Optimization exercise on an open flow, not production practice.
RTL: at most simulated, not proved equivalent.
Function not checked: runs 2 to 5.
Power: default activity.

==> flow/design.v <==
module babe_dectree (
    input  wire        clk,
    input  wire        rst,
    input  wire        start,
    input  wire        first,
    input  wire [15:0] img_w,
    input  wire [15:0] stripe_y,
    input  wire [15:0] stripe_h,
    output wire        busy,
    output wire        fault,
    input  wire        in_valid,
    input  wire [7:0]  in_data,
    output wire        in_ready,
    output wire        job_valid,
    input  wire        job_ready,
    output wire [15:0] job_x,
    output wire [15:0] job_y,
    output wire [15:0] job_w,
    output wire [15:0] job_h,
    output wire [23:0] job_pal,
    output wire [7:0]  job_idx
);
    localparam BW  = 18;         
    localparam LIM = BW - 8;     
    reg        walking;          
    reg        busy_r;
    reg        fault_r;
    reg        ir;               
    reg [BW-1:0] bb;
    reg [4:0]    c;
    reg [15:0] xe, ye, w, h;
    reg        nge, nun, nfun;
    reg [4:0]  nd;               
    reg [4:0]  na;               
    reg [15:0] gw, gh;
    reg        tv;
    reg        tdir;             
    reg        tge, tun, tfun;
    reg [4:0]  td;               
    reg [4:0]  ta;
    reg [15:0] tvw, tvh;
    reg        tiw, tih;
    reg        p2v;
    reg [4:0]  p2;
    reg [4:0]  p2a;
    reg [31:0] pend;             
    reg [31:0] s_dir;            
    reg [31:0] s_pw, s_ph;       
    reg [31:0] s_ge;             
    reg [4:0]  s_a [1:7];        
    reg        jv;
    reg [15:0] jx, jy, jw, jh;
    reg [7:0]  ji;
    reg [31:0] ord;
    function need_fn;            
        input [4:0] cc;
        input [10:0] bt;         
        input       tvalid, un, fun;
        begin
            need_fn = 1'b0;
            if (cc == 5'd0)
                need_fn = 1'b1;
            else if (bt[10]) begin                       
                if (cc < 5'd9)        need_fn = 1'b1;
                else if (!tvalid)     need_fn = 1'b0;
                else if (cc == 5'd9)  need_fn = 1'b1;
                else                  need_fn = bt[1] && (cc < 5'd18);
            end else if (!un) begin                      
                if (cc == 5'd1)       need_fn = 1'b1;
                else if (bt[9]) begin                    
                    if (cc < 5'd11)   need_fn = 1'b1;
                    else              need_fn = bt[0] && (cc < 5'd19);
                end else if (!fun) begin                 
                    if (cc == 5'd2)   need_fn = 1'b1;
                    else              need_fn = bt[8] && (cc < 5'd11);
                end
            end
        end
    endfunction
    function is1;                
        input [15:0] v;
        input        i;
        is1 = i ? (v == 16'd0) : (v == 16'd1);
    endfunction
    function is23;               
        input [15:0] v;
        input        i;
        is23 = i ? (v == 16'd1 || v == 16'd2) : (v == 16'd2 || v == 16'd3);
    endfunction
    wire [15:0] w_lo = w >> 1;
    wire [15:0] h_lo = h >> 1;
    wire [15:0] w_hi = w_lo + {15'd0, w[0]};
    wire [15:0] h_hi = h_lo + {15'd0, h[0]};
    wire [15:0] fw = nge ? w_lo : w;
    wire [15:0] fh = nge ? h : h_lo;
    wire [15:0] sw = nge ? w_hi : w;
    wire [15:0] sh = nge ? h : h_hi;
    wire f_ge = nge ? ({1'b0, w} >= {h, 1'b0}) : ({w, 1'b1} >= {1'b0, h});
    wire s_ge_n = nge ? (w_hi >= h) : ({w, 1'b0} >= {1'b0, h});
    wire f_fun = (is23(fw, 1'b0) && is1(fh, 1'b0)) || (is1(fw, 1'b0) && is23(fh, 1'b0));
    wire s_fun = (is23(sw, 1'b0) && is1(sh, 1'b0)) || (is1(sw, 1'b0) && is23(sh, 1'b0));
    wire s_un  = (w == 16'd2 && h == 16'd1) || (w == 16'd1 && h == 16'd2);
    wire b0  = bb[BW-1];
    wire b1  = bb[BW-2];
    assign in_ready = ir;
    wire load = ir && in_valid;
    wire [BW+7:0] av = {bb, 8'd0} | (load ? ({in_data, {BW{1'b0}}} >> c) : {(BW+8){1'b0}});
    wire job_free = !jv || job_ready;
    wire c0 = (c == 5'd0);
    wire t_int   = c0 ? (load && !in_data[7]) : !b0;
    wire st_fault = walking && t_int && nun;
    wire st_merge = walking && !c0 && !b0 && b1 && !nun && (c >= 5'd2) &&
                    ((c >= 5'd10) || load) && job_free;
    wire st_desc  = walking && t_int && !nun && !st_merge;
    wire st_leaf  = walking && !c0 && b0 && ((c >= 5'd9) || load) && job_free;
    wire st_pop   = st_leaf && tv;
    wire [4:0] cl = load ? c + 5'd8 : c;
    reg [BW+7:0] avs;
    reg [4:0]    c_nx;
    always @(*) begin
        if (st_merge)                  begin avs = av << 10; c_nx = cl - 5'd10; end
        else if (st_leaf)              begin avs = av << 9;  c_nx = cl - 5'd9;  end
        else if (st_desc || st_fault)  begin avs = av << 1;  c_nx = cl - 5'd1;  end
        else                           begin avs = av;       c_nx = cl;         end
    end
    wire [15:0] t_w = tvw + {15'd0, tiw};
    wire [15:0] t_h = tvh + {15'd0, tih};
    wire [4:0]  r_b  = p2 + 5'd1 - p2a;
    wire [15:0] r_vw = p2a[4] ? 16'd0 : (gw >> p2a[3:0]);
    wire [15:0] r_vh = r_b[4] ? 16'd0 : (gh >> r_b[3:0]);
    wire        r_iw = s_pw[p2] ^ r_vw[0];
    wire        r_ih = s_ph[p2] ^ r_vh[0];
    wire        r_un  = is1(r_vw, r_iw) && is1(r_vh, r_ih);
    wire        r_fun = (is23(r_vw, r_iw) && is1(r_vh, r_ih)) || (is1(r_vw, r_iw) && is23(r_vh, r_ih));
    reg [31:0] q_m, q_h;
    reg [4:0]  q_d;
    reg [4:0]  q_base;
    reg [2:0]  q_loc;
    integer i, k;
    always @(*) begin
        for (i = 0; i < 32; i = i + 1)
            q_m[i] = pend[i] && (i < p2);
        for (i = 0; i < 32; i = i + 1)
            q_h[i] = q_m[i] && !(|(q_m >> (i + 1)));
        q_d = 5'd0;
        for (i = 0; i < 32; i = i + 1)
            if (q_h[i]) q_d = q_d | i;
        q_base = 5'd0;
        for (k = 1; k < 8; k = k + 1)
            if (|q_h[4*k +: 4]) q_base = q_base | s_a[k];
        q_loc = 3'd0;
        for (i = 0; i < 32; i = i + 1)
            if (q_h[i]) q_loc = q_loc | (
                {2'd0, s_dir[i & ~3]} +
                {2'd0, s_dir[(i & ~3) + 1] & ((i & 3) >= 1)} +
                {2'd0, s_dir[(i & ~3) + 2] & ((i & 3) >= 2)} +
                {2'd0, s_dir[(i & ~3) + 3] & ((i & 3) == 3)});
    end
    wire       q_v = |q_m;
    wire [4:0] q_a = q_base + {2'd0, q_loc};
    wire        use_t = b0 && !c0;
    wire [15:0] xe_n = xe + (use_t ? tvw : ~w_lo) + {15'd0, use_t ? tiw : !w[0]};
    wire [15:0] ye_n = ye + (use_t ? tvh : ~h_lo) + {15'd0, use_t ? tih : !h[0]};
    wire [15:0] x_n  = xe - w;
    wire [15:0] y_n  = ye - h;
    wire walk_next = (st_fault || (st_leaf && !tv)) ? 1'b0 :
                     (!busy_r && start) ? 1'b1 : walking;
    wire jv_next   = st_leaf || st_merge || (jv && !job_ready);
    reg        tv_nx, un_nx, fun_nx;
    reg [4:0]  cs_nx;
    reg [BW-1:0] bs_nx;
    always @(*) begin
        tv_nx  = tv;
        un_nx  = nun;
        fun_nx = nfun;
        cs_nx  = c_nx;
        bs_nx  = avs[BW+7:8];
        if (!busy_r && start) begin
            tv_nx  = 1'b0;
            un_nx  = (img_w == 16'd1) && (stripe_h == 16'd1);
            fun_nx = (is23(img_w, 1'b0) && is1(stripe_h, 1'b0)) ||
                     (is1(img_w, 1'b0) && is23(stripe_h, 1'b0));
            if (first) begin
                cs_nx = 5'd0;
                bs_nx = {BW{1'b0}};
            end
        end
        if (st_desc) begin
            tv_nx  = 1'b1;
            un_nx  = nfun;
            fun_nx = f_fun;
        end
        if (st_merge) begin
            un_nx  = s_un;
            fun_nx = s_fun;
        end
        if (st_pop) begin
            tv_nx  = p2v;
            un_nx  = tun;
            fun_nx = tfun;
        end
    end
    always @(posedge clk) begin
        if (rst) begin
            walking <= 1'b0;
            busy_r  <= 1'b0;
            fault_r <= 1'b0;
            jv      <= 1'b0;
            ir      <= 1'b0;
        end else begin
            walking <= walk_next;
            jv      <= jv_next;
            if (!busy_r) busy_r <= start;
            else         busy_r <= walk_next || jv_next;
            ir <= walk_next && (cs_nx <= LIM) &&
                  need_fn(cs_nx, bs_nx[BW-1:BW-11], tv_nx, un_nx, fun_nx);
            bb  <= bs_nx;
            c   <= cs_nx;
            tv  <= tv_nx;
            nun <= un_nx;
            nfun <= fun_nx;
            if (jv && job_ready) ord <= ord + 32'd1;
            if (!busy_r && start) begin
                fault_r <= 1'b0;
                xe  <= img_w;
                ye  <= stripe_y + stripe_h;
                w   <= img_w;
                h   <= stripe_h;
                nge <= (img_w >= stripe_h);
                gw  <= img_w;
                gh  <= stripe_h;
                nd  <= 5'd0;
                na  <= 5'd0;
                p2v <= 1'b0;
                pend <= 32'd0;
                if (first) ord <= 32'd0;
            end
            if (st_fault) fault_r <= 1'b1;
            if (st_desc || st_merge) begin
                s_dir[nd] <= nge;
                if (nd[1:0] == 2'd0 && nd[4:2] != 3'd0)
                    s_a[nd[4:2]] <= na;
                nd <= nd + 5'd1;
                na <= na + {4'd0, nge};
            end
            if (st_desc) begin
                pend[nd] <= 1'b1;
                s_pw[nd] <= sw[0];
                s_ph[nd] <= sh[0];
                s_ge[nd] <= s_ge_n;
                tdir <= nge;
                tge  <= s_ge_n;
                tun  <= s_un;
                tfun <= s_fun;
                td   <= nd;
                ta   <= na + {4'd0, nge};
                tvw  <= sw;
                tvh  <= sh;
                tiw  <= 1'b0;
                tih  <= 1'b0;
                p2v  <= tv;
                p2   <= td;
                p2a  <= ta;
                if (nge) begin w <= w_lo; xe <= xe_n; end
                else     begin h <= h_lo; ye <= ye_n; end
                nge <= f_ge;
            end
            if (st_merge) begin
                jx <= x_n;
                jy <= y_n;
                jw <= fw;
                jh <= fh;
                ji <= av[BW+5:BW-2];
                if (nge) w <= w_hi;
                else     h <= h_hi;
                nge <= s_ge_n;
            end
            if (st_leaf) begin
                jx <= x_n;
                jy <= y_n;
                jw <= w;
                jh <= h;
                ji <= av[BW+6:BW-1];
            end
            if (st_pop) begin
                if (tdir) xe <= xe_n;
                else      ye <= ye_n;
                w   <= t_w;
                h   <= t_h;
                nge <= tge;
                nd  <= td + 5'd1;
                na  <= ta;
                pend[td] <= 1'b0;
                tdir <= s_dir[p2];
                tge  <= s_ge[p2];
                tun  <= r_un;
                tfun <= r_fun;
                td   <= p2;
                ta   <= p2a;
                tvw  <= r_vw;
                tvh  <= r_vh;
                tiw  <= r_iw;
                tih  <= r_ih;
                p2v  <= q_v;
                p2   <= q_d;
                p2a  <= q_a;
            end
        end
    end
    assign busy      = busy_r;
    assign fault     = fault_r;
    assign job_valid = jv;
    assign job_x     = jx;
    assign job_y     = jy;
    assign job_w     = jw;
    assign job_h     = jh;
    assign job_pal   = ord[31:8];
    assign job_idx   = ji;
endmodule
==> flow/run.sh <==
#!/bin/bash
# synth_recipe.tcl (not shown) runs the flow's synth.tcl, then flattens the netlist and writes it again
# the make line also repeats each setting of config.mk as NAME=value (left out here)
make -C /OpenROAD-flow-scripts/flow DESIGN_CONFIG=/design/flow/config.mk WORK_HOME=/design/flow/orfs CLKGATE_MAP_FILE= SYNTH_SCRIPT=/design/flow/synth_recipe.tcl finish
==> flow/config.mk <==
export PLATFORM = sky130hd
export DESIGN_NAME = babe_dectree
export DESIGN_NICKNAME = babe_dectree
export VERILOG_FILES = /design/flow/design.v
export SDC_FILE = /design/flow/constraint.sdc
export NUM_CORES = 4
export LEC_CHECK = 0
export CAP_MARGIN = 20
export CORE_MARGIN = 2
export CORE_UTILIZATION = 40
export PLACE_DENSITY = 0.6
export SLEW_MARGIN = 20
==> flow/constraint.sdc <==
create_clock -name core_clock -period 6.0 [get_ports {clk}]
set_input_delay 1.2000 -clock core_clock [delete_from_list [all_inputs] [get_ports {clk}]]
set_output_delay 1.2000 -clock core_clock [all_outputs]
set_load 0.01 [all_outputs]
==> impl_metrics.yaml, run 1 <==
floorplanning:
  floorplan.die_area_mm2: 0.0902
  die_y_um: 300
  rows: 108
  core_area_mm2: 0.0869
  io_pins: 162
  die_x_um: 300
  start_util_pct: 40.4
yosys:
  netlist_area_mm2: 0.0351
  ys_ff_latch: 495
  synth_compound_area_share_pct: 18.5
  syn_inst: 3734
  synth_seq_area_share_pct: 42.2
  synth_mux_area_share_pct: 5.46
  yosysWarnings: 1
  synth_edf_count: 490
  syn_avg_cell_area_um2: 9.41
  synthXorXnorAreaFrac_pct: 4.16
  synth-adder-area-share_pct: 8.85
  synth-simple-area-share_pct: 16.5
  synth_cell_type_count: 102
  syn-num-nets: 4030
  async_flop_share_pct: 0
  ys.flop_type: "edfxtp_1"
  synth_top_family_by_area: "compound AO/OA/AOI/OAI gates"
clocking:
  cts_root_buffer: "clkbuf_16"
  cts_setup_buffers: 0
  clk_path_buf_depth: 3
  cts_tree: "done"
  cts_buffers: 58
  clk_pin_slew_worst_paths_ns: 0.06
  cts_sinks: 495
  cts.repair.resized: 0
  cts_hold_buf: 0
  clock_latency_ns: 0.66
  htree_levels: 2
setup_path:
  end_kind: "flop"
  startpoint_type: "flop"
  timing.critical_path.cells: "inv_1 -> ha_1 -> or4b_4 -> nand2_2 -> buf_4 -> nand2_1 -> o21ai_0 -> fa_1 -> fa_1 -> nor2b_1 -> o21ai_0 -> nand2b_1 -> a21o_1 -> a21o_1 -> a21o_1 -> a41o_1 -> o41a_1 -> a221oi_1 -> xor2_1 -> a21oi_1"
  cp_max_fo: 24
  r2r_setup_slack_ns: 0.78
  crit_type: "reg -> reg"
  cp_common_cell: "a21o_1"
  cp_slowest_cell: "or4b_4"
  critPathTopFamily: "compound AO/OA/AOI/OAI gates"
  crit_buf_inv: 2
  critPathMaxStageDelay_ns: 0.51
  cp.arrival_ns: 5.58
  cp.required_ns: 6.36
detailed_routing:
  viasPerCell: 6.03
  routed_wl_um: 120000
  drt_iter0_drc: 3418
  num_vias: 30236
  ant_nets: 0
  routedWlPerCell_um: 24.0
  dr.pass1.iters: 6
  drcViolationCount: 0
cells_and_area:
  diodes: 0
  syn_to_final_growth_pct: 13.3
  drive_gt1_share_pct: 7.18
  nets: 4109
  final_cells: 5012
timing:
  drv_slew: 0
  fin_crit_sh_pct: 87.0
  skew_ns: 0.0460
  min_period_ns: 5.22
  slew_headroom_pct: 29.6
  hold_violations: 0
  fin_setup_tns_ns: 0
  max_freq_ghz: 0.192
  rsz0062_at_grt: "false"
  worst_slew_pin_slew_ns: 1.05
  setup_violations: 0
global_routing:
  antenna_found_initial: 4
  grt-ovfl-total: 0
  grt_max_degree: 97
  gr-usage-all-layers_pct: 26.2
  grt_pass1_vias: 29012
  grt_pass1_wl_um: 182000
status:
  outcome: "no timing/DRC/antenna violations"
power_and_ir_drop:
  vdd.ir_drop.worst_mv: 0.262
  total_leakage_power_nw: 14.9
  powerDensity_mw_per_mm2: 280
placement:
  numPortBuffers: 161
  placed_cells: 4908
  hpwl_um: 89200
  place_congestion: 0.962
worst_hold_path:
  hold_path.class: "reg -> reg"
job:
  maxCapViolCount: 0
==> metrics by stage <==
step	setup slack, ns	hold WS (ns)	instance area, um2	utilization (%)	total power [mW]
4_1_cts	0.824	0.471	39800	45.8	11.2
6_report	0.779	0.464	39800	45.8	11.1
5_1_grt	0.414	0.503	39800	45.8	11.6
3_5_place_dp	0.896	0.458	38000	43.7	7.62
3_3_place_gp	0.942	0.456	38000	43.7	7.60
2_1_floorplan	0.139	0.481	35100	-	6.58
==> worst register-to-register path: stages (launching register included) <==
cell and delay, ns:
edfxtp_1 0.38, inv_1 0.25, ha_1 0.21, or4b_4 0.51
nand2_2 0.46, buf_4 0.35, nand2_1 0.07, o21ai_0 0.13
fa_1 0.25, fa_1 0.21, nor2b_1 0.05, o21ai_0 0.17
nand2b_1 0.11, a21o_1 0.19, a21o_1 0.20, a21o_1 0.19
a41o_1 0.25, o41a_1 0.35, a221oi_1 0.32, xor2_1 0.18
a21oi_1 0.08
==> kinds of logic after synthesis <==
logic type / Yosys count
flip-flops: 495
buffers and inverters: 371
multiplexers: 141
AND/OR/NAND/NOR: 1288
XOR/XNOR: 167
adder cells (fa/ha/maj): 234
AO/OA/AOI/OAI: 1038
==> registers in the layout, indices dropped and copies added, names as in the netlist, 18 cells and up <==
| name | count |
|---|---|
| bb | 18 |
| ord | 32 |
| pend | 31 |
| s_a | 35 |
| s_dir | 32 |
| s_ge | 32 |
| s_ph | 32 |
| s_pw | 32 |
==> per-layer routing <==
| metal | global-route usage, % | vias up | share of wire, % | wire length (um) |
|---|---|---|---|---|
| met5 | 0 | - | 0 | 0 |
| met4 | 8.76 | 0 | 3.3 | 3960 |
| met3 | 3.37 | 223 | 7.6 | 9190 |
| met2 | 41.1 | 1332 | 45 | 54600 |
| met1 | 37.4 | 14687 | 44 | 52700 |
| li1 | - | 13994 | - | - |
==> Yosys cell counts (25+ instances only) <==
| master | number | area, um2 |
|---|---|---|
| nand2_1 | 522 | 1960 |
| nand4_1 | 32 | 200 |
| clkbuf_1 | 152 | 571 |
| mux2i_1 | 83 | 831 |
| a211oi_1 | 40 | 300 |
| inv_1 | 143 | 537 |
| nor3_1 | 60 | 300 |
| a31oi_1 | 41 | 257 |
| xor2_1 | 79 | 692 |
| nor2_1 | 336 | 1260 |
| xnor2_1 | 88 | 771 |
| ha_1 | 210 | 2630 |
| edfxtp_1 | 490 | 14700 |
| buf_4 | 25 | 188 |
| a22oi_1 | 31 | 233 |
| mux4_2 | 38 | 856 |
| and3_1 | 39 | 244 |
| nor4_1 | 28 | 175 |
| a21oi_1 | 295 | 1480 |
| nand3_1 | 117 | 586 |
| o22ai_1 | 41 | 257 |
| o21ai_0 | 311 | 1560 |
| nor2b_1 | 38 | 238 |
| o31ai_1 | 27 | 203 |
| a21o_1 | 35 | 263 |
==> layout by cell type (no fill, tap or decap), drive strengths merged, types with 23 or more instances in the layout <==
master	Yosys	layout
edfxtp	490	490
o22ai	41	41
nor2b	38	38
o21ai	318	318
and2	23	23
ha	210	210
o31ai	28	28
nand4	32	32
a211oi	41	41
nand2	523	523
clkbuf	152	74
nor4	30	30
clkdlybuf4s50	0	161
nand3	118	118
and3	40	40
xor2	79	79
nor2	340	340
a21oi	297	297
inv	144	144
a21o	35	35
xnor2	88	88
mux4	38	38
mux2i	84	84
buf	68	78
clkinv	7	29
fa	24	24
a22oi	31	31
a31oi	42	42
nor3	61	61
==> path summary, 6_finish.rpt <==
kind                   startpoint                   end  cells after the start
min          fault_r$_SDFFE_PP0P_  fault_r$_SDFFE_PP0P_                      2
min reg2reg  fault_r$_SDFFE_PP0P_  fault_r$_SDFFE_PP0P_                      2
max reg2reg        c[1]$_DFFE_PN_      ye[14]$_DFFE_PN_                     20
max                c[1]$_DFFE_PN_      ye[14]$_DFFE_PN_                     20
==> where the power goes <==
| group | total (mW) | switching, mW | internal [mW] |
|---|---|---|---|
| clock | 3.53 | 1.52 | 2.01 |
| combinational | 3.21 | 1.99 | 1.22 |
| sequential | 4.41 | 0.262 | 4.15 |
==> area by class of cell <==
cell class	count	area (um2)
Fill cell	8254	47100
Multi-Input combinational cell	2868	18900
Sequential cell	495	14800
Timing Repair Buffer	239	2250
Clock buffer	74	1530
Tap cell	1155	1450
Inverter	151	572
Clock inverter	30	293
Testbench counts, summed over its fixed seeds: cycles 11,546, jobs 6,997.
==> run 2, diff against run 1 <==
--- a/flow/design.v
+++ b/flow/design.v
@@ -35,2 +35,3 @@
     reg [15:0] gw, gh;
+    reg [3:0]  mw, mh;
     reg        tv;
@@ -44,4 +45,4 @@
     reg [4:0]  p2;
-    reg [4:0]  p2a;
-    reg [31:0] pend;             
+    reg [4:0]  p2a, p2b;
+    reg [31:0] prest;            
     reg [31:0] s_dir;            
@@ -79,2 +80,20 @@
     endfunction
+    function [15:0] inc16;       
+        input [15:0] v;
+        input        i;
+        integer j;
+        begin
+            for (j = 0; j < 16; j = j + 1)
+                inc16[j] = v[j] ^ (i & (&(v | ~((16'd1 << j) - 16'd1))));
+        end
+    endfunction
+    function [3:0] msb16;        
+        input [15:0] v;
+        integer j;
+        begin
+            msb16 = 4'd0;
+            for (j = 0; j < 16; j = j + 1)
+                if (v[j]) msb16 = j;
+        end
+    endfunction
     function is1;                
@@ -91,4 +110,4 @@
     wire [15:0] h_lo = h >> 1;
-    wire [15:0] w_hi = w_lo + {15'd0, w[0]};
-    wire [15:0] h_hi = h_lo + {15'd0, h[0]};
+    wire [15:0] w_hi = inc16(w_lo, w[0]);
+    wire [15:0] h_hi = inc16(h_lo, h[0]);
     wire [15:0] fw = nge ? w_lo : w;
@@ -127,13 +146,23 @@
     wire [15:0] t_h = tvh + {15'd0, tih};
-    wire [4:0]  r_b  = p2 + 5'd1 - p2a;
     wire [15:0] r_vw = p2a[4] ? 16'd0 : (gw >> p2a[3:0]);
-    wire [15:0] r_vh = r_b[4] ? 16'd0 : (gh >> r_b[3:0]);
+    wire [15:0] r_vh = p2b[4] ? 16'd0 : (gh >> p2b[3:0]);
     wire        r_iw = s_pw[p2] ^ r_vw[0];
     wire        r_ih = s_ph[p2] ^ r_vh[0];
-    wire        r_un  = is1(r_vw, r_iw) && is1(r_vh, r_ih);
-    wire        r_fun = (is23(r_vw, r_iw) && is1(r_vh, r_ih)) || (is1(r_vw, r_iw) && is23(r_vh, r_ih));
-    reg [31:0] q_m, q_h;
+    wire        w_0  = p2a > {1'b0, mw};
+    wire        w_1  = p2a == {1'b0, mw};
+    wire        w_23 = p2a + 5'd1 == {1'b0, mw};
+    wire        h_0  = p2b > {1'b0, mh};
+    wire        h_1  = p2b == {1'b0, mh};
+    wire        h_23 = p2b + 5'd1 == {1'b0, mh};
+    wire        r_w1  = r_iw ? w_0 : w_1;
+    wire        r_h1  = r_ih ? h_0 : h_1;
+    wire        r_w23 = r_iw ? (w_1 || (w_23 && !r_vw[0])) : w_23;
+    wire        r_h23 = r_ih ? (h_1 || (h_23 && !r_vh[0])) : h_23;
+    wire        r_un  = r_w1 && r_h1;
+    wire        r_fun = (r_w23 && r_h1) || (r_w1 && r_h23);
+    reg [31:0] q_h;
     reg [4:0]  q_d;
-    reg [4:0]  q_base;
-    reg [2:0]  q_loc;
+    reg [4:0]  q_base, q_bb;
+    reg [2:0]  q_loc, q_lb;
+    reg [3:0]  q_g, q_n;
     integer i, k;
@@ -141,5 +170,3 @@
         for (i = 0; i < 32; i = i + 1)
-            q_m[i] = pend[i] && (i < p2);
-        for (i = 0; i < 32; i = i + 1)
-            q_h[i] = q_m[i] && !(|(q_m >> (i + 1)));
+            q_h[i] = prest[i] && !(|(prest >> (i + 1)));
         q_d = 5'd0;
@@ -148,17 +175,26 @@
         q_base = 5'd0;
+        q_bb = 5'd0;
         for (k = 1; k < 8; k = k + 1)
-            if (|q_h[4*k +: 4]) q_base = q_base | s_a[k];
-        q_loc = 3'd0;
+            if (|q_h[4*k +: 4]) begin
+                q_base = q_base | s_a[k];
+                q_bb   = q_bb | (4 * k - s_a[k]);
+            end
+        q_g = 4'd0;
+        for (k = 0; k < 8; k = k + 1)
+            if (|q_h[4*k +: 4]) q_g = s_dir[4*k +: 4];
+        q_n = 4'd0;
         for (i = 0; i < 32; i = i + 1)
-            if (q_h[i]) q_loc = q_loc | (
-                {2'd0, s_dir[i & ~3]} +
-                {2'd0, s_dir[(i & ~3) + 1] & ((i & 3) >= 1)} +
-                {2'd0, s_dir[(i & ~3) + 2] & ((i & 3) >= 2)} +
-                {2'd0, s_dir[(i & ~3) + 3] & ((i & 3) == 3)});
+            if (q_h[i]) q_n = q_n | ~(4'b1110 << (i & 3));
+        q_loc = {2'd0, q_g[0] & q_n[0]} + {2'd0, q_g[1] & q_n[1]} +
+                {2'd0, q_g[2] & q_n[2]} + {2'd0, q_g[3] & q_n[3]};
+        q_lb  = {2'd0, !q_g[0] & q_n[0]} + {2'd0, !q_g[1] & q_n[1]} +
+                {2'd0, !q_g[2] & q_n[2]} + {2'd0, !q_g[3] & q_n[3]};
     end
-    wire       q_v = |q_m;
+    wire       q_v = |prest;
     wire [4:0] q_a = q_base + {2'd0, q_loc};
-    wire        use_t = b0 && !c0;
-    wire [15:0] xe_n = xe + (use_t ? tvw : ~w_lo) + {15'd0, use_t ? tiw : !w[0]};
-    wire [15:0] ye_n = ye + (use_t ? tvh : ~h_lo) + {15'd0, use_t ? tih : !h[0]};
+    wire [4:0] q_b = q_bb + {2'd0, q_lb};
+    wire [15:0] xe_t = xe + tvw + {15'd0, tiw};
+    wire [15:0] ye_t = ye + tvh + {15'd0, tih};
+    wire [15:0] xe_f = xe + ~w_lo + {15'd0, !w[0]};
+    wire [15:0] ye_f = ye + ~h_lo + {15'd0, !h[0]};
     wire [15:0] x_n  = xe - w;
@@ -202,2 +238,29 @@
     end
+    wire [BW+7:0] av0 = {bb, 8'd0};
+    wire [4:0] c8 = c + 5'd8;
+    wire n_n0 = (c <= LIM) && need_fn(c, av0[BW+7 -: 11], tv, nun, nfun);
+    wire n_n1 = (c8 <= LIM) && need_fn(c8, av[BW+7 -: 11], tv, nun, nfun);
+    wire n_d0 = (c - 5'd1 <= LIM) && need_fn(c - 5'd1, av0[BW+6 -: 11], 1'b1, nfun, f_fun);
+    wire n_d1 = (c8 - 5'd1 <= LIM) && need_fn(c8 - 5'd1, av[BW+6 -: 11], 1'b1, nfun, f_fun);
+    wire n_m0 = (c - 5'd10 <= LIM) && need_fn(c - 5'd10, av0[BW-3 -: 11], tv, s_un, s_fun);
+    wire n_m1 = (c8 - 5'd10 <= LIM) && need_fn(c8 - 5'd10, av[BW-3 -: 11], tv, s_un, s_fun);
+    wire n_p0 = (c - 5'd9 <= LIM) && need_fn(c - 5'd9, av0[BW-2 -: 11], p2v, tun, tfun);
+    wire n_p1 = (c8 - 5'd9 <= LIM) && need_fn(c8 - 5'd9, av[BW-2 -: 11], p2v, tun, tfun);
+    wire [4:0] c_st = first ? 5'd0 : c;
+    wire n_st = (c_st <= LIM) && need_fn(c_st, first ? 11'd0 : av0[BW+7 -: 11], 1'b0, un_nx, fun_nx);
+    reg ir_nx;
+    always @(*) begin
+        if (!busy_r)
+            ir_nx = start && n_st;
+        else if (!walking || st_fault || (st_leaf && !tv))
+            ir_nx = 1'b0;
+        else if (st_pop)
+            ir_nx = load ? n_p1 : n_p0;
+        else if (st_merge)
+            ir_nx = load ? n_m1 : n_m0;
+        else if (st_desc)
+            ir_nx = load ? n_d1 : n_d0;
+        else
+            ir_nx = load ? n_n1 : n_n0;
+    end
     always @(posedge clk) begin
@@ -214,4 +277,3 @@
             else         busy_r <= walk_next || jv_next;
-            ir <= walk_next && (cs_nx <= LIM) &&
-                  need_fn(cs_nx, bs_nx[BW-1:BW-11], tv_nx, un_nx, fun_nx);
+            ir <= ir_nx;
             bb  <= bs_nx;
@@ -231,2 +293,4 @@
                 gh  <= stripe_h;
+                mw  <= msb16(img_w);
+                mh  <= msb16(stripe_h);
                 nd  <= 5'd0;
@@ -234,3 +298,3 @@
                 p2v <= 1'b0;
-                pend <= 32'd0;
+                prest <= 32'd0;
                 if (first) ord <= 32'd0;
@@ -246,3 +310,3 @@
             if (st_desc) begin
-                pend[nd] <= 1'b1;
+                if (p2v) prest[p2] <= 1'b1;
                 s_pw[nd] <= sw[0];
@@ -263,4 +327,5 @@
                 p2a  <= ta;
-                if (nge) begin w <= w_lo; xe <= xe_n; end
-                else     begin h <= h_lo; ye <= ye_n; end
+                p2b  <= td + 5'd1 - ta;
+                if (nge) begin w <= w_lo; xe <= xe_f; end
+                else     begin h <= h_lo; ye <= ye_f; end
                 nge <= f_ge;
@@ -285,4 +350,4 @@
             if (st_pop) begin
-                if (tdir) xe <= xe_n;
-                else      ye <= ye_n;
+                if (tdir) xe <= xe_t;
+                else      ye <= ye_t;
                 w   <= t_w;
@@ -292,3 +357,3 @@
                 na  <= ta;
-                pend[td] <= 1'b0;
+                prest <= prest & ~q_h;
                 tdir <= s_dir[p2];
@@ -306,2 +371,3 @@
                 p2a  <= q_a;
+                p2b  <= q_b;
             end
--- a/flow/config.mk
+++ b/flow/config.mk
@@ -11,2 +11,3 @@
 export PLACE_DENSITY = 0.6
+export SETUP_SLACK_MARGIN = 3.5
 export SLEW_MARGIN = 20
==> impl_metrics.yaml, run 2 <==
status:
  outcome: "no timing/DRC/antenna violations"
yosys:
  synthTopCellsByArea: "edfxtp_1, ha_1, o21ai_0"
  netlist_top_cells_count: "edfxtp_1, nand2_1, o21ai_0, nor2_1, a21oi_1"
  yosysWarnings: 1
  netlist.area_leader.share_pct: 39.9
  synth_top_cell_by_area: "edfxtp_1"
  syn-num-nets: 4299
  syn_inst: 3992
  netlist_area_mm2: 0.0379
  synth_cell_type_count: 103
  ys.flop_type: "edfxtp_1"
  synth_seq_area_share_pct: 40.1
  async_flop_share_pct: 0
  yosysMostFrequentCell: "edfxtp_1"
  ys_ff_latch: 509
  syn_avg_cell_area_um2: 9.51
  synth_edf_count: 504
floorplanning:
  floorplan.die_area_mm2: 0.0973
  rows: 112
  start_util_pct: 40.5
  io_pins: 162
  core_area_mm2: 0.0936
  die_y_um: 312
  die_x_um: 312
clocking:
  cts_hold_buf: 0
  clk_pin_slew_worst_paths_ns: 0.06
  clk_path_buf_depth: 3
  cts_sinks: 509
  htree_levels: 3
  cts_root_buffer: "clkbuf_16"
  cts_tree: "done"
  clock_latency_ns: 0.67
  cts_buffers: 66
global_routing:
  gr-usage-all-layers_pct: 30.3
  grt_pass1_vias: 36019
  grt-ovfl-total: 0
  grt_max_degree: 89
  antenna_found_initial: 7
  grt_pass1_wl_um: 227000
timing:
  worst_slew_pin_slew_ns: 1.19
  max_freq_ghz: 0.242
  fin_crit_sh_pct: 68.8
  setup_violations: 0
  slew_headroom_pct: 19.8
  skew_ns: 0.0367
  fin_ws_ns: 1.87
  min_period_ns: 4.13
  rsz0062_at_grt: "true"
  hold_violations: 0
  drv_slew: 0
  fin_setup_tns_ns: 0
power_and_ir_drop:
  powerDensity_mw_per_mm2: 258
  total_leakage_power_nw: 20.8
  vdd.ir_drop.worst_mv: 0.215
detailed_routing:
  dr.pass1.iters: 6
  routed_wl_um: 160000
  routedWlPerCell_um: 26.6
  drcViolationCount: 0
  num_vias: 38434
  ant_nets: 0
  drt_iter0_drc: 5488
  viasPerCell: 6.40
setup_path:
  cp_max_fo: 8
  startpoint_type: "flop"
  crit_type: "reg -> reg"
  end_kind: "flop"
  cp.required_ns: 6.42
  cp.arrival_ns: 4.55
cells_and_area:
  final_common_cell: "edfxtp_1"
  syn_to_final_growth_pct: 45.0
  fillers: 7602
  nets: 5005
  drive_gt1_share_pct: 34.2
  final_cell_mix: "edfxtp_1, buf_4, nand2_1"
  largest_reg_flops: 35
  final_cells: 6006
worst_hold_path:
  hold_path.class: "reg -> reg"
placement:
  place_congestion: 0.928
  hpwl_um: 91200
  numPortBuffers: 161
  preCtsSetupSlack_ns: 1.26
  placed_cells: 5219
job:
  maxCapViolCount: 0
run 2: cell types whose count changed after synthesis, sizes merged, moves of 20 or more:
cell / before / now
a32o: 3 / 52
buf: 68 / 95
o21ai: 318 / 339
o211ai: 21 / 42
nand2: 523 / 414
nor3: 61 / 100
nand2b: 18 / 43
mux2i: 84 / 64
nor2: 340 / 298
xnor2: 88 / 149
a21oi: 297 / 257
run 2: through the flow:
stage	hold slack [ns]	power, mW	instance area [um2]	utilization [%]
floorplan	0.479	7.02	38200	-
global placement	0.450	8.05	40800	43.5
detailed placement	0.483	8.08	40800	43.5
CTS	0.489	13.4	51800	55.3
global route	0.512	14.6	55000	58.8
finish	0.476	14.2	55000	58.8
run 2: area by class of cell:
cell class / count / area, um2 / area share [%]
multi-input cells: 3083 / 25400 / 46.1
flip-flops and latches: 509 / 15200 / 27.7
inverters: 166 / 739 / 1.34
repair inverters: 1 / 5.00 / 0.00910
well taps: 1254 / 1570 / 2.85
clock inverters: 42 / 385 / 0.701
clock buffers: 77 / 1740 / 3.15
diodes: 3 / 7.51 / 0.0136
repair buffers: 871 / 9950 / 18.1
run 2: cells by family (layout without fill, tap and decap cells):
group	after synthesis	in the layout	synth area share (%)
flops	509	509	40.1
xor+xnor	234	234	5.40
simple gates	1250	1270	15.6
fa+ha+maj	245	245	8.43
compound gates	1193	1193	20.6
other cells	0	3	0
buf+inv	420	1157	4.60
mux	141	141	5.13
run 2: worst max-delay path, stage by stage, from the launching register on:
cell      delay, ns
edfxtp_1       0.51
nor4_1         0.91
and2b_2        0.35
a221oi_2       0.33
nor2_2         0.07
fa_1           0.56
inv_2          0.05
fa_2           0.34
inv_2          0.10
fa_2           0.22
nor3b_4        0.18
xor2_1         0.20
o21ai_1        0.08
run 2: repair_timing:
action                                   CTS  global route
resized for setup                       1211           486
setup buffers                            442           132
cloned                                    72            19
endpoints found under the setup margin  1009           715
pin swaps                                253           234
run 2: worst paths after layout:
path | start | to | slack, ns | depth (start not counted)
worst min register to register | fault_r$_SDFFE_PP0P_ | fault_r$_SDFFE_PP0P_ | 0.48 | 2
worst max-delay path | prest[3]$_DFFE_PN_ | p2a[4]$_DFFE_PP_ | 1.87 | 12
worst min-delay path | fault_r$_SDFFE_PP0P_ | fault_r$_SDFFE_PP0P_ | 0.48 | 2
worst max register to register | prest[3]$_DFFE_PN_ | p2a[4]$_DFFE_PP_ | 1.87 | 12
run 2: power by group:
group	switching, mW	leakage, nW	internal, mW
logic	3.10	15.1	2.48
registers	0.262	4.76	4.26
clock network	1.76	1.02	2.30
total	5.12	20.8	9.05
run 2: per-layer routing:
layer / global-route usage [%] / routed length (um) / vias to the layer above
li1: - / - / 16631
met2: 47.1 / 70200 / 2602
met5: 0 / 83 / -
met1: 39.2 / 60400 / 18482
met3: 7.63 / 18300 / 710
met4: 15.6 / 10800 / 9
==> run 3, diff against run 2 <==
--- a/flow/config.mk
+++ b/flow/config.mk
@@ -11,3 +11,3 @@
 export PLACE_DENSITY = 0.6
-export SETUP_SLACK_MARGIN = 3.5
+export SETUP_SLACK_MARGIN = 2.5
 export SLEW_MARGIN = 20
==> impl_metrics.yaml, run 3 <==
status:
  outcome: "no timing/DRC/antenna violations"
global_routing:
  grt_pass1_vias: 31548
  grt-ovfl-total: 0
  gr-usage-all-layers_pct: 25.9
  grt_pass1_wl_um: 196000
  grt_max_degree: 97
  antenna_found_initial: 4
yosys:
  synth_top_family_by_area: "compound AO/OA/AOI/OAI gates"
  netlist.area_leader.share_pct: 39.9
  synth_compound_area_share_pct: 20.6
  synth-adder-area-share_pct: 8.43
  synthXorXnorAreaFrac_pct: 5.40
  synthTopCellsByArea: "edfxtp_1, ha_1, o21ai_0"
  synth-simple-area-share_pct: 15.6
  ys_ff_latch: 509
  synth_top_cell_by_area: "edfxtp_1"
  synth_cell_type_count: 103
  yosysMostFrequentCell: "edfxtp_1"
  synth_seq_area_share_pct: 40.1
  syn_inst: 3992
  syn_avg_cell_area_um2: 9.51
  yosysWarnings: 1
  synth_mux_area_share_pct: 5.13
  syn-num-nets: 4299
  ys.flop_type: "edfxtp_1"
  netlist_top_cells_count: "edfxtp_1, nand2_1, o21ai_0, nor2_1, a21oi_1"
  async_flop_share_pct: 0
  synth_edf_count: 504
  netlist_area_mm2: 0.0379
cells_and_area:
  fin_util_pct: 48.1
  final_cell_mix: "edfxtp_1, nand2_1, o21ai_0"
  syn_to_final_growth_pct: 18.6
  fillers: 8830
  drive_gt1_share_pct: 13.8
  nets: 4508
  final_common_cell: "edfxtp_1"
  multi_input_area_mm2: 0.0218
  largest_reg_flops: 35
  design_area_mm2: 0.0450
  regArea_mm2: 0.0152
  final_cells: 5507
power_and_ir_drop:
  swShare_pct: 34.7
  combinationalPowerShare_pct: 31.1
  powerDensity_mw_per_mm2: 275
  p_seq_share_pct: 36.7
  vdd.ir_drop.worst_mv: 0.213
  p_switching_mw: 4.29
  intPower_mw: 8.09
  total_leakage_power_nw: 16.5
  power_mw: 12.4
  clkPwrFrac_pct: 32.3
timing:
  setup_violations: 0
  rsz0062_at_grt: "true"
  drv_slew: 0
  max_freq_ghz: 0.246
  skew_ns: 0.0284
  fin_setup_tns_ns: 0
  fin_crit_sh_pct: 67.6
  slew_headroom_pct: 25.8
  worst_slew_pin_slew_ns: 1.11
  hold_violations: 0
  min_period_ns: 4.06
placement:
  placed_area_mm2: 0.0408
  numPortBuffers: 161
  placed_cells: 5219
  hpwl_um: 91200
  place_congestion: 0.928
worst_hold_path:
  hp-start: "fault_r$_SDFFE_PP0P_"
  hold_path.class: "reg -> reg"
  whs_path_depth: 2
  hold_end: "fault_r$_SDFFE_PP0P_"
detailed_routing:
  num_vias: 33857
  viasPerCell: 6.15
  routed_wl_um: 131000
  dr.pass1.iters: 6
  drt_iter0_drc: 4064
  ant_nets: 0
  drcViolationCount: 0
  routedWlPerCell_um: 23.9
floorplanning:
  die_y_um: 312
  die_x_um: 312
  rows: 112
  start_util_pct: 40.5
  io_pins: 162
  core_area_mm2: 0.0936
  floorplan.die_area_mm2: 0.0973
setup_path:
  timing.critical_path.cells: "or4_4 -> buf_12 -> a22oi_2 -> o21ai_1 -> a221o_1 -> a221o_1 -> fa_1 -> inv_1 -> fa_2 -> fa_2 -> nor3_2 -> xnor2_1 -> a21oi_1"
  r2r_setup_slack_ns: 1.94
  rr_endpoint: "p2b[4]$_DFFE_PP_"
  critPathTopFamily: "adder cells"
  crit_buf_inv: 2
  cp_max_fo: 5
  crit_type: "reg -> reg"
  critPathMaxStageDelay_ns: 0.63
  cp.required_ns: 6.39
  end_kind: "flop"
  rr_worst_depth: 13
  cp.arrival_ns: 4.45
  startpoint_type: "flop"
  cp_slowest_cell: "or4_4"
  worstReg2RegStart: "prest[26]$_DFFE_PN_"
clocking:
  cts_hold_buf: 0
  cts_sinks: 509
  htree_levels: 3
  cts_buffers: 66
  cts_root_buffer: "clkbuf_16"
  cts_tree: "done"
  clock_latency_ns: 0.65
  clk_pin_slew_worst_paths_ns: 0.06
  clk_path_buf_depth: 3
job:
  maxCapViolCount: 0
## run 3: cell counts after synthesis
No cell type changed its count.
## run 3: worst max-delay path by stage
| stage | start | end | slack, ns | cells past startpoint |
|---|---|---|---|---|
| final | prest[26]$_DFFE_PN_ | p2b[4]$_DFFE_PP_ | 1.94 | 13 |
| after detailed placement | in_data[7] | ye[15]$_DFFE_PN_ | 1.26 | 11 |
| after global placement | in_data[7] | ye[15]$_DFFE_PN_ | 1.20 | 11 |
| after floorplan | in_data[7] | s_ge[0]$_DFFE_PP_ | 1.97 | 7 |
| after CTS | prest[26]$_DFFE_PN_ | p2b[4]$_DFFE_PP_ | 1.93 | 13 |
| after global routing | prest[24]$_DFFE_PN_ | p2b[4]$_DFFE_PP_ | 1.78 | 15 |
## run 3: power groups by stage
stage | combinational [mW] | sequential, mW | clock, mW
after floorplan | 2.53 | 4.49 | 0
after global placement | 3.38 | 4.67 | 0
after detailed placement | 3.41 | 4.67 | 0
after CTS | 3.64 | 4.54 | 4.06
after global routing | 4.19 | 4.56 | 4.19
final | 3.85 | 4.54 | 4.00
## run 3: through the flow
stage | hold WS (ns) | setup slack, ns
2_1_floorplan | 0.479 | 1.97
3_3_place_gp | 0.450 | 1.20
3_5_place_dp | 0.483 | 1.26
4_1_cts | 0.488 | 1.93
5_1_grt | 0.512 | 1.78
6_report | 0.477 | 1.94
## run 3: cell families after synthesis
family,count (synthesis)
XOR/XNOR,234
adder cells (fa/ha/maj),245
AND/OR/NAND/NOR,1250
multiplexers,141
buffers and inverters,420
flip-flops,509
AO/OA/AOI/OAI,1193
## run 3: layer usage
metal	GRT usage, %	share of wire, %	vias up
met3	4.68	8.3	294
met5	0	0.018	-
met2	40.7	45	1615
met4	9.82	4.0	4
met1	35.5	43	16369
li1	-	-	15575
## run 3: layout make-up
class	count	share of cell area, %
antenna	1	0.00556
clock buffer	77	3.86
clock inverter	42	0.857
inverter	166	1.49
multi-input combinational	3066	48.5
sequential	509	33.9
tap	1254	3.49
timing repair buffer	392	7.98
## run 3: timing repair
item | 4_1_cts | 5_1_grt
resized for setup | 97 | 90
pin swaps | 23 | 36
gates cloned | 1 | 2
buffers inserted | 91 | 74
setup endpoints to repair | 491 | 186
## run 3: worst reg2reg max path, stage by stage (launching register included)
cell	delay, ns
edfxtp_1	0.47
or4_4	0.63
buf_12	0.17
a22oi_2	0.17
o21ai_1	0.08
a221o_1	0.29
a221o_1	0.33
fa_1	0.54
inv_1	0.05
fa_2	0.35
fa_2	0.37
nor3_2	0.13
xnor2_1	0.14
a21oi_1	0.09
==> run 4, diff against run 3 <==
--- a/flow/config.mk
+++ b/flow/config.mk
@@ -11,3 +11,3 @@
 export PLACE_DENSITY = 0.6
-export SETUP_SLACK_MARGIN = 2.5
+export SETUP_SLACK_MARGIN = 2.0
 export SLEW_MARGIN = 20
==> impl_metrics.yaml, run 4 <==
status:
  outcome: "no timing/DRC/antenna violations"
timing:
  fin_setup_tns_ns: 0
  rsz0062_at_grt: "true"
  slew_headroom_pct: 21.3
  worst_slew_pin_slew_ns: 1.18
  drv_slew: 0
  setup_violations: 0
  skew_ns: 0.0306
  fin_crit_sh_pct: 69.1
  hold_violations: 0
  min_period_ns: 4.15
  max_freq_ghz: 0.241
  hold_ws_ns: 0.470
detailed_routing:
  drcViolationCount: 0
  num_vias: 33587
  drt_iter0_drc: 3957
  routed_wl_um: 130000
  ant_nets: 0
  routedWlPerCell_um: 23.9
  viasPerCell: 6.17
  dr.pass1.iters: 7
clocking:
  cts_sinks: 509
  htree_levels: 3
  cts_buffers: 67
  cts_root_buffer: "clkbuf_16"
  clk_pin_slew_worst_paths_ns: 0.06
  cts_hold_buf: 0
  clk_path_buf_depth: 3
  cts_tree: "done"
  clock_latency_ns: 0.66
setup_path:
  crit_type: "reg -> reg"
  cp.required_ns: 6.38
  end_kind: "flop"
  cp_max_fo: 4
  crit_start: "prest[20]$_DFFE_PN_"
  worstReg2RegStart: "prest[20]$_DFFE_PN_"
  startpoint_type: "flop"
  cp.arrival_ns: 4.53
cells_and_area:
  fin_util_pct: 47.1
  diodes: 0
  final_cell_mix: "edfxtp_1, nand2_1, o21ai_0"
  fillers: 8853
  largest_reg_flops: 35
  regArea_mm2: 0.0152
  multi_input_area_mm2: 0.0214
  nets: 4450
  drive_gt1_share_pct: 11.0
  final_common_cell: "edfxtp_1"
  final_cells: 5446
  syn_to_final_growth_pct: 16.1
floorplanning:
  die_x_um: 312
  core_area_mm2: 0.0936
  die_y_um: 312
  io_pins: 162
  start_util_pct: 40.5
  rows: 112
  floorplan.die_area_mm2: 0.0973
global_routing:
  grt_pass1_vias: 31691
  antenna_found_initial: 4
  grt-ovfl-total: 0
  grt_pass1_wl_um: 196000
  gr-usage-all-layers_pct: 25.8
  grt_max_degree: 95
power_and_ir_drop:
  powerDensity_mw_per_mm2: 277
  vdd.ir_drop.worst_mv: 0.217
  total_leakage_power_nw: 16.1
  power_mw: 12.2
yosys:
  synth_edf_count: 504
  ys_ff_latch: 509
  netlist.area_leader.share_pct: 39.9
  yosysMostFrequentCell: "edfxtp_1"
  netlist_area_mm2: 0.0379
  syn_inst: 3992
  ys.flop_type: "edfxtp_1"
  async_flop_share_pct: 0
  netlist_top_cells_count: "edfxtp_1, nand2_1, o21ai_0, nor2_1, a21oi_1"
  synth_top_cell_by_area: "edfxtp_1"
  synthTopCellsByArea: "edfxtp_1, ha_1, o21ai_0"
  synth_cell_type_count: 103
  syn_avg_cell_area_um2: 9.51
  synth_seq_area_share_pct: 40.1
  syn-num-nets: 4299
  yosysWarnings: 1
placement:
  placed_cells: 5223
  numPortBuffers: 161
  hpwl_um: 91800
  place_congestion: 0.936
worst_hold_path:
  hold_path.class: "reg -> reg"
  hp-start: "fault_r$_SDFFE_PP0P_"
job:
  maxCapViolCount: 0
run 4: cell counts after synthesis:
Identical to the previous run, type by type.
run 4: cell families after synthesis:
| family | share of synthesized area, % |
|---|---|
| simple gates | 15.6 |
| compound gates | 20.6 |
| flops | 40.1 |
| buf+inv | 4.60 |
| fa+ha+maj | 8.43 |
| xor+xnor | 5.40 |
| mux | 5.13 |
run 4: worst paths after layout:
kind	to	slack, ns	cells past startpoint
hold / removal	fault_r$_SDFFE_PP0P_	0.47	2
setup reg to reg	p2b[4]$_DFFE_PP_	1.85	16
hold reg to reg	fault_r$_SDFFE_PP0P_	0.47	2
setup / recovery	p2b[4]$_DFFE_PP_	1.85	16
run 4: cell type report:
cell class | count | share of cell area (%)
Clock buffer | 84 | 4.02
Clock inverter | 34 | 0.772
Inverter | 166 | 1.46
Multi-Input combinational cell | 3064 | 48.6
Sequential cell | 509 | 34.6
Tap cell | 1254 | 3.56
Timing Repair Buffer | 335 | 7.03
run 4: worst max-delay path, stage by stage (launching register included):
cell,delay [ns]
edfxtp_1,0.44
nor4_4,0.34
buf_4,0.16
nand4_1,0.16
nor2b_2,0.20
and2_4,0.16
and3_4,0.22
and2b_2,0.18
a221o_1,0.24
a21oi_2,0.06
fa_1,0.57
inv_1,0.06
fa_2,0.36
fa_2,0.39
nor3_2,0.14
xnor2_1,0.13
a21oi_1,0.08
run 4: power breakdown:
group	total, mW	internal, mW	switching [mW]
Combinational	3.65	1.43	2.22
Clock	3.99	2.28	1.71
Sequential	4.56	4.26	0.295
run 4: what timing repair did:
action | 4_1_cts | 5_1_grt
buffers inserted | 64 | 40
gates resized for setup | 37 | 34
pin swaps | 15 | 15
endpoints found under the setup margin | 110 | 203
cloned | 0 | 1
run 4: routing by layer:
metal	track usage (%)	share of wire [%]	wire length (um)
met3	5.08	8.7	11400
met2	40.1	45	58100
met5	0	0.025	32
met1	35.5	43	55600
met4	9.93	4.1	5310
run 4: per-stage QoR:
stage          worst slack [ns]  instance area, um2
4_1_cts                    1.88               43600
5_1_grt                    1.76               44100
2_1_floorplan              1.94               38200
3_5_place_dp               1.26               40800
6_report                   1.85               44100
3_3_place_gp               1.37               40800
==> run 5, diff against run 4 <==
--- a/flow/design.v
+++ b/flow/design.v
@@ -116,4 +116,8 @@
     wire [15:0] sh = nge ? h : h_hi;
-    wire f_ge = nge ? ({1'b0, w} >= {h, 1'b0}) : ({w, 1'b1} >= {1'b0, h});
-    wire s_ge_n = nge ? (w_hi >= h) : ({w, 1'b0} >= {1'b0, h});
+    wire [16:0] fa_op = nge ? {1'b0, w} : {w, 1'b1};
+    wire [16:0] fb_op = nge ? {h, 1'b0} : {1'b0, h};
+    wire [16:0] sa_op = nge ? {1'b0, w_hi} : {w, 1'b0};
+    wire [16:0] sb_op = {1'b0, h};
+    wire f_ge = fa_op >= fb_op;
+    wire s_ge_n = sa_op >= sb_op;
     wire f_fun = (is23(fw, 1'b0) && is1(fh, 1'b0)) || (is1(fw, 1'b0) && is23(fh, 1'b0));
@@ -238,29 +242,2 @@
     end
-    wire [BW+7:0] av0 = {bb, 8'd0};
-    wire [4:0] c8 = c + 5'd8;
-    wire n_n0 = (c <= LIM) && need_fn(c, av0[BW+7 -: 11], tv, nun, nfun);
-    wire n_n1 = (c8 <= LIM) && need_fn(c8, av[BW+7 -: 11], tv, nun, nfun);
-    wire n_d0 = (c - 5'd1 <= LIM) && need_fn(c - 5'd1, av0[BW+6 -: 11], 1'b1, nfun, f_fun);
-    wire n_d1 = (c8 - 5'd1 <= LIM) && need_fn(c8 - 5'd1, av[BW+6 -: 11], 1'b1, nfun, f_fun);
-    wire n_m0 = (c - 5'd10 <= LIM) && need_fn(c - 5'd10, av0[BW-3 -: 11], tv, s_un, s_fun);
-    wire n_m1 = (c8 - 5'd10 <= LIM) && need_fn(c8 - 5'd10, av[BW-3 -: 11], tv, s_un, s_fun);
-    wire n_p0 = (c - 5'd9 <= LIM) && need_fn(c - 5'd9, av0[BW-2 -: 11], p2v, tun, tfun);
-    wire n_p1 = (c8 - 5'd9 <= LIM) && need_fn(c8 - 5'd9, av[BW-2 -: 11], p2v, tun, tfun);
-    wire [4:0] c_st = first ? 5'd0 : c;
-    wire n_st = (c_st <= LIM) && need_fn(c_st, first ? 11'd0 : av0[BW+7 -: 11], 1'b0, un_nx, fun_nx);
-    reg ir_nx;
-    always @(*) begin
-        if (!busy_r)
-            ir_nx = start && n_st;
-        else if (!walking || st_fault || (st_leaf && !tv))
-            ir_nx = 1'b0;
-        else if (st_pop)
-            ir_nx = load ? n_p1 : n_p0;
-        else if (st_merge)
-            ir_nx = load ? n_m1 : n_m0;
-        else if (st_desc)
-            ir_nx = load ? n_d1 : n_d0;
-        else
-            ir_nx = load ? n_n1 : n_n0;
-    end
     always @(posedge clk) begin
@@ -277,3 +254,4 @@
             else         busy_r <= walk_next || jv_next;
-            ir <= ir_nx;
+            ir <= walk_next && (cs_nx <= LIM) &&
+                  need_fn(cs_nx, bs_nx[BW-1:BW-11], tv_nx, un_nx, fun_nx);
             bb  <= bs_nx;
==> impl_metrics.yaml, run 5 <==
status:
  outcome: "no timing/DRC/antenna violations"
yosys:
  yosysMostFrequentCell: "edfxtp_1"
  netlist.area_leader.share_pct: 41.1
  synth_mux_area_share_pct: 5.74
  synthXorXnorAreaFrac_pct: 4.90
  synth_seq_area_share_pct: 41.4
  syn-num-nets: 4209
  synth-simple-area-share_pct: 16.9
  synth_cell_type_count: 90
  ys_ff_latch: 509
  ys.flop_type: "edfxtp_1"
  yosysWarnings: 1
  syn_inst: 3926
  synth-adder-area-share_pct: 7.88
  netlist_top_cells_count: "edfxtp_1, nand2_1, nor2_1, o21ai_0, a21oi_1"
  async_flop_share_pct: 0
  syn_avg_cell_area_um2: 9.38
  synth_edf_count: 504
  synth_top_cell_by_area: "edfxtp_1"
  synthTopCellsByArea: "edfxtp_1, ha_1, nand2_1"
  netlist_area_mm2: 0.0368
  synth_compound_area_share_pct: 18.8
  synth_top_family_by_area: "compound AO/OA/AOI/OAI gates"
timing:
  skew_ns: 0.0234
  hold_ws_ns: 0.510
  fin_setup_tns_ns: 0
  rsz0062_at_grt: "true"
  fin_ws_ns: 1.81
  fin_crit_sh_pct: 69.9
  slew_headroom_pct: 29.0
  min_period_ns: 4.19
  worst_slew_pin_slew_ns: 1.06
  setup_violations: 0
  max_freq_ghz: 0.238
  drv_slew: 0
  hold_violations: 0
setup_path:
  worstSetupPathDepth: 16
  cp_slowest_cell: "or4_4"
  r2r_setup_slack_ns: 1.81
  cp_max_fo: 5
  cp.arrival_ns: 4.60
  crit_end: "p2b[4]$_DFFE_PP_"
  startpoint_type: "flop"
  crit_buf_inv: 1
  timing.critical_path.cells: "or4_4 -> nor2_4 -> nand2_4 -> nor3_4 -> a221o_1 -> a21oi_1 -> o31a_1 -> nor3_4 -> nor2_2 -> fa_1 -> inv_2 -> fa_2 -> fa_2 -> nor3_2 -> xor2_1 -> a21oi_1"
  crit_type: "reg -> reg"
  rr_endpoint: "p2b[4]$_DFFE_PP_"
  critPathTopFamily: "simple AND/OR/NAND/NOR gates"
  critPathMaxStageDelay_ns: 0.60
  worstReg2RegStart: "prest[17]$_DFFE_PN_"
  crit_start: "prest[17]$_DFFE_PN_"
  cp.required_ns: 6.41
  rr_worst_depth: 16
  end_kind: "flop"
placement:
  placed_cells: 5114
  placed_area_mm2: 0.0398
  hpwl_um: 90700
  place_congestion: 0.983
  numPortBuffers: 161
  preCtsSetupSlack_ns: 0.740
floorplanning:
  die_x_um: 307
  die_y_um: 307
  floorplan.die_area_mm2: 0.0945
  io_pins: 162
  core_area_mm2: 0.0914
  rows: 111
  start_util_pct: 40.3
cells_and_area:
  regArea_mm2: 0.0152
  largest_reg_flops: 35
  design_area_mm2: 0.0431
  final_common_cell: "edfxtp_1"
  multi_input_area_mm2: 0.0207
  nets: 4377
  drive_gt1_share_pct: 11.9
  syn_to_final_growth_pct: 17.0
  final_cell_mix: "edfxtp_1, nand2_1, nor2_1"
  diodes: 0
  fin_util_pct: 47.2
  final_cells: 5328
  fillers: 8675
clocking:
  clk_pin_slew_worst_paths_ns: 0.06
  cts_root_buffer: "clkbuf_16"
  clock_latency_ns: 0.67
  cts_buffers: 60
  cts_sinks: 509
  cts_tree: "done"
  htree_levels: 2
  clk_path_buf_depth: 3
job:
  maxCapViolCount: 0
global_routing:
  antenna_found_initial: 4
  gr-usage-all-layers_pct: 26.0
  grt_pass1_wl_um: 189000
  grt_max_degree: 143
  grt_pass1_vias: 30376
  grt-ovfl-total: 0
power_and_ir_drop:
  p_switching_mw: 4.06
  swShare_pct: 34.1
  intPower_mw: 7.83
  clkPwrFrac_pct: 31.3
  p_seq_share_pct: 38.2
  power_mw: 11.9
  powerDensity_mw_per_mm2: 276
  total_leakage_power_nw: 16.1
  combinationalPowerShare_pct: 30.5
  vdd.ir_drop.worst_mv: 0.225
detailed_routing:
  num_vias: 32569
  dr.pass1.iters: 6
  ant_nets: 0
  routedWlPerCell_um: 23.9
  routed_wl_um: 127000
  drcViolationCount: 0
  viasPerCell: 6.11
  drt_iter0_drc: 3976
worst_hold_path:
  hold_path.class: "reg -> reg"
[run 5: cell types whose count changed after synthesis, moves of 14 or more]
cell | before | now
o221ai_1 | 19 | 33
ha_1 | 227 | 203
nand2_1 | 413 | 461
a32o_1 | 52 | 6
nor2_1 | 294 | 341
nand2b_1 | 43 | 28
o21ai_0 | 334 | 310
buf_2 | 34 | 3
a211oi_1 | 45 | 25
xnor2_1 | 149 | 109
[run 5: what timing repair did]
| item | 4_1_cts | 5_1_grt |
|---|---|---|
| pin swaps | 27 | 34 |
| resized for setup | 55 | 73 |
| setup endpoints to repair | 206 | 55 |
| buffers inserted | 56 | 43 |
| hold buffers | 0 | 0 |
| gates cloned | 1 | 4 |
[run 5: power by group through the flow]
stage	registers [mW]	clock network, mW	logic, mW
after floorplan	4.49	0	2.36
after global placement	4.64	0	3.26
after detailed placement	4.64	0	3.29
after CTS	4.54	3.78	3.45
after global routing	4.57	3.91	3.95
final	4.55	3.72	3.62
[run 5: how the worst min path moves through the flow]
stage                     cells past startpoint  slack (ns)                 start              endpoint
final                                         2        0.51  fault_r$_SDFFE_PP0P_  fault_r$_SDFFE_PP0P_
after global routing                          2        0.54  fault_r$_SDFFE_PP0P_  fault_r$_SDFFE_PP0P_
after CTS                                     2        0.52  fault_r$_SDFFE_PP0P_  fault_r$_SDFFE_PP0P_
after detailed placement                      2        0.52  fault_r$_SDFFE_PP0P_  fault_r$_SDFFE_PP0P_
after global placement                        2        0.52  fault_r$_SDFFE_PP0P_  fault_r$_SDFFE_PP0P_
after floorplan                               2        0.48  fault_r$_SDFFE_PP0P_  fault_r$_SDFFE_PP0P_
[run 5: cells by family (layout without fill, tap and decap cells)]
family                     after synthesis  count (layout)
xor gates and xnor gates               206             206
DFF                                    509             509
muxes                                  160             160
buffers and inverters                  402             617
and+or+nand+nor                       1341            1342
adders and majority gates              221             221
AOI/OAI and AO/OA                     1087            1087
[run 5: cell type report]
type | instances | share of cell area (%)
clock buffers | 81 | 3.76
clock inverters | 29 | 0.729
well taps | 1186 | 3.44
multi-input cells | 3016 | 47.9
inverters | 167 | 1.50
repair buffers | 340 | 7.27
flip-flops and latches | 509 | 35.4
[run 5: metal layers]
metal	vias up	share of wire [%]	GRT usage (%)
met4	2	3.3	8.36
met5	-	0.0078	0
li1	15031	-	-
met1	15661	42	35.9
met2	1628	45	40.6
met3	247	9.8	5.66
[run 5: tightest hold or removal path, cell delays in order (launching register included)]
cell and delay (ns):
dfxtp_1 0.34, nand2_1 0.07, a21oi_1 0.06
==> run 6, diff against run 5 <==
--- a/flow/design.v
+++ b/flow/design.v
@@ -98,2 +98,25 @@
     endfunction
+    function [2:0] cnt4;         
+        input [3:0] m;
+        begin
+            cnt4[0] = ^m;
+            cnt4[2] = &m;
+            cnt4[1] = ((m[0] & m[1]) | (m[2] & m[3]) | ((m[0] ^ m[1]) & (m[2] ^ m[3]))) & ~(&m);
+        end
+    endfunction
+    function [4:0] add53;        
+        input [4:0] g;
+        input [2:0] l;
+        reg [2:0] p, k;
+        reg c1, c2, c3, c4;
+        begin
+            p = g[2:0] ^ l;
+            k = g[2:0] & l;
+            c1 = k[0];
+            c2 = k[1] | (p[1] & k[0]);
+            c3 = k[2] | (p[2] & k[1]) | (p[2] & p[1] & k[0]);
+            c4 = g[3] & c3;
+            add53 = {g[4] ^ c4, g[3] ^ c3, p[2] ^ c2, p[1] ^ c1, p[0]};
+        end
+    endfunction
     function is1;                
@@ -191,10 +214,8 @@
             if (q_h[i]) q_n = q_n | ~(4'b1110 << (i & 3));
-        q_loc = {2'd0, q_g[0] & q_n[0]} + {2'd0, q_g[1] & q_n[1]} +
-                {2'd0, q_g[2] & q_n[2]} + {2'd0, q_g[3] & q_n[3]};
-        q_lb  = {2'd0, !q_g[0] & q_n[0]} + {2'd0, !q_g[1] & q_n[1]} +
-                {2'd0, !q_g[2] & q_n[2]} + {2'd0, !q_g[3] & q_n[3]};
+        q_loc = cnt4(q_g & q_n);
+        q_lb  = cnt4(~q_g & q_n);
     end
     wire       q_v = |prest;
-    wire [4:0] q_a = q_base + {2'd0, q_loc};
-    wire [4:0] q_b = q_bb + {2'd0, q_lb};
+    wire [4:0] q_a = add53(q_base, q_loc);
+    wire [4:0] q_b = add53(q_bb, q_lb);
     wire [15:0] xe_t = xe + tvw + {15'd0, tiw};
--- a/flow/config.mk
+++ b/flow/config.mk
@@ -9,4 +9,4 @@
 export CORE_MARGIN = 2
-export CORE_UTILIZATION = 40
-export PLACE_DENSITY = 0.6
+export CORE_UTILIZATION = 55
+export PLACE_DENSITY = 0.75
 export SETUP_SLACK_MARGIN = 2.0
==> impl_metrics.yaml, run 6 <==
detailed_routing:
  ant_nets: 0
  num_vias: 32832
  drcViolationCount: 0
  drt_iter0_drc: 4379
  routed_wl_um: 119000
  dr.pass1.iters: 6
  routedWlPerCell_um: 24.1
  viasPerCell: 6.64
job:
  maxCapViolCount: 0
yosys:
  ys.flop_type: "edfxtp_1"
  synthTopCellsByArea: "edfxtp_1, ha_1, nand2_1"
  netlist_top_cells_count: "edfxtp_1, nand2_1, nor2_1, o21ai_0, a21oi_1"
  synth_top_cell_by_area: "edfxtp_1"
  netlist_area_mm2: 0.0369
  ys_ff_latch: 509
  synth_seq_area_share_pct: 41.3
  yosysWarnings: 1
  syn-num-nets: 4213
  netlist.area_leader.share_pct: 41.0
  syn_avg_cell_area_um2: 9.40
  syn_inst: 3922
  async_flop_share_pct: 0
  synth_edf_count: 504
  synth_cell_type_count: 105
  yosysMostFrequentCell: "edfxtp_1"
worst_hold_path:
  hold_end: "fault_r$_SDFFE_PP0P_"
  hold_path.class: "reg -> reg"
  whs_path_depth: 2
  hp-start: "fault_r$_SDFFE_PP0P_"
clocking:
  cts_root_buffer: "clkbuf_16"
  clk_path_buf_depth: 3
  cts_sinks: 509
  cts_tree: "done"
  cts_buffers: 57
  clk_pin_slew_worst_paths_ns: 0.06
  htree_levels: 2
  clock_latency_ns: 0.65
timing:
  slew_headroom_pct: 24.7
  hold_violations: 0
  hold_ws_ns: 0.483
  max_freq_ghz: 0.239
  fin_setup_tns_ns: 0
  drv_slew: 0
  min_period_ns: 4.19
  fin_crit_sh_pct: 69.8
  setup_violations: 0
  skew_ns: 0.0253
  rsz0062_at_grt: "true"
  worst_slew_pin_slew_ns: 1.13
  fin_ws_ns: 1.81
power_and_ir_drop:
  powerDensity_mw_per_mm2: 273
  p_switching_mw: 3.85
  combinationalPowerShare_pct: 29.3
  clkPwrFrac_pct: 31.3
  intPower_mw: 7.66
  total_leakage_power_nw: 15.8
  power_mw: 11.5
  p_seq_share_pct: 39.3
  vdd.ir_drop.worst_mv: 0.262
  swShare_pct: 33.4
setup_path:
  r2r_setup_slack_ns: 1.81
  crit_type: "reg -> reg"
  worstReg2RegStart: "prest[26]$_DFFE_PN_"
  end_kind: "flop"
  cp.required_ns: 6.38
  rr_endpoint: "p2b[4]$_DFFE_PP_"
  rr_worst_depth: 20
  startpoint_type: "flop"
  cp_max_fo: 5
  cp.arrival_ns: 4.57
placement:
  hpwl_um: 84000
  place_congestion: 1.01
  preCtsSetupSlack_ns: 1.16
  numPortBuffers: 161
  placed_area_mm2: 0.0392
  placed_cells: 4759
floorplanning:
  core_area_mm2: 0.0661
  die_y_um: 263
  floorplan.die_area_mm2: 0.0691
  start_util_pct: 55.8
  die_x_um: 263
  rows: 94
  io_pins: 162
global_routing:
  grt_max_degree: 130
  grt_pass1_wl_um: 180000
  gr-usage-all-layers_pct: 33.0
  antenna_found_initial: 5
  grt-ovfl-total: 0
  grt_pass1_vias: 30729
cells_and_area:
  largest_reg_flops: 35
  fin_util_pct: 63.7
  final_cell_mix: "edfxtp_1, nand2_1, nor2_1"
  final_cells: 4945
  final_common_cell: "edfxtp_1"
  fillers: 5446
  drive_gt1_share_pct: 10.7
  syn_to_final_growth_pct: 14.1
  nets: 4323
  design_area_mm2: 0.0421
status:
  outcome: "no timing/DRC/antenna violations"
run 6: changes by cell type after synthesis, moves of 14 or more:
cell and delta:
nand2_1 +39, a21oi_1 +27, buf_2 +26, clkbuf_1 -22
nand3_1 -17, a22o_1 -16, a31oi_1 -14
run 6: area by class of cell:
type | instances | area [um2] | area share, %
tap | 864 | 1080 | 2.57
timing repair buffer | 287 | 2680 | 6.38
antenna | 2 | 5.00 | 0.0119
inverter | 167 | 639 | 1.52
clock inverter | 36 | 382 | 0.907
sequential | 509 | 15200 | 36.2
clock buffer | 70 | 1500 | 3.55
multi-input combinational | 3010 | 20600 | 48.9
run 6: cell families (layout without fill, tap and decap cells):
group,after synthesis,after routing,share of synthesized area (%)
simple gates,1314,1315,16.4
compound gates,1099,1100,18.9
flops,509,509,41.3
buf+inv,405,560,4.58
fa+ha+maj,229,229,8.05
xor+xnor,209,209,4.96
mux,157,157,5.84
other cells,0,2,0
run 6: worst max-delay path by stage:
stage | from | endpoint | slack (ns)
6_report | prest[26]$_DFFE_PN_ | p2b[4]$_DFFE_PP_ | 1.81
5_1_grt | prest[24]$_DFFE_PN_ | p2b[4]$_DFFE_PP_ | 1.66
4_1_cts | prest[26]$_DFFE_PN_ | p2b[4]$_DFFE_PP_ | 1.82
3_5_place_dp | stripe_h[1] | ye[13]$_DFFE_PN_ | 1.16
3_3_place_gp | stripe_h[1] | ye[13]$_DFFE_PN_ | 1.20
2_1_floorplan | prest[30]$_DFFE_PN_ | p2b[4]$_DFFE_PP_ | 1.87
run 6: timing repair:
action,CTS,global route
setup endpoints to repair,209,84
pin swaps,14,28
hold buffers,0,0
hold endpoints to repair,0,0
resized for setup,37,63
setup buffers,47,26
gates cloned,1,3
run 6: power groups by stage:
| stage | clock (mW) | combinational [mW] | sequential (mW) |
|---|---|---|---|
| floorplan | 0 | 2.29 | 4.46 |
| global placement | 0 | 3.00 | 4.64 |
| detailed placement | 0 | 3.04 | 4.64 |
| CTS | 3.63 | 3.18 | 4.53 |
| global route | 3.76 | 3.66 | 4.54 |
| finish | 3.60 | 3.37 | 4.53 |
run 6: worst max-delay path, cell delays in order, from the launching register on:
cell and delay (ns):
edfxtp_1 0.45, or4_4 0.61, nor2_4 0.12, and2_4 0.16
and3_4 0.22, and2_4 0.17, o211a_4 0.18, a221oi_2 0.06
a31oi_2 0.21, nor2_1 0.06, ha_1 0.28, ha_2 0.16
nor3_2 0.03, or2_4 0.25, inv_2 0.07, ha_4 0.19
a21o_1 0.15, a21o_1 0.17, ha_4 0.16, xor2_1 0.14
a21oi_1 0.09
run 6: per-layer routing:
layer  wire length (um)  GRT usage, %  part of all wire (%)
met3              13000          6.48                    11
met1              46700          44.9                    39
met2              53300          51.0                    45
met5                  0             0                     0
met4               6180          15.4                   5.2
Testbench counts of run 6, summed over its fixed seeds: cycles 11,546, jobs 6,997.
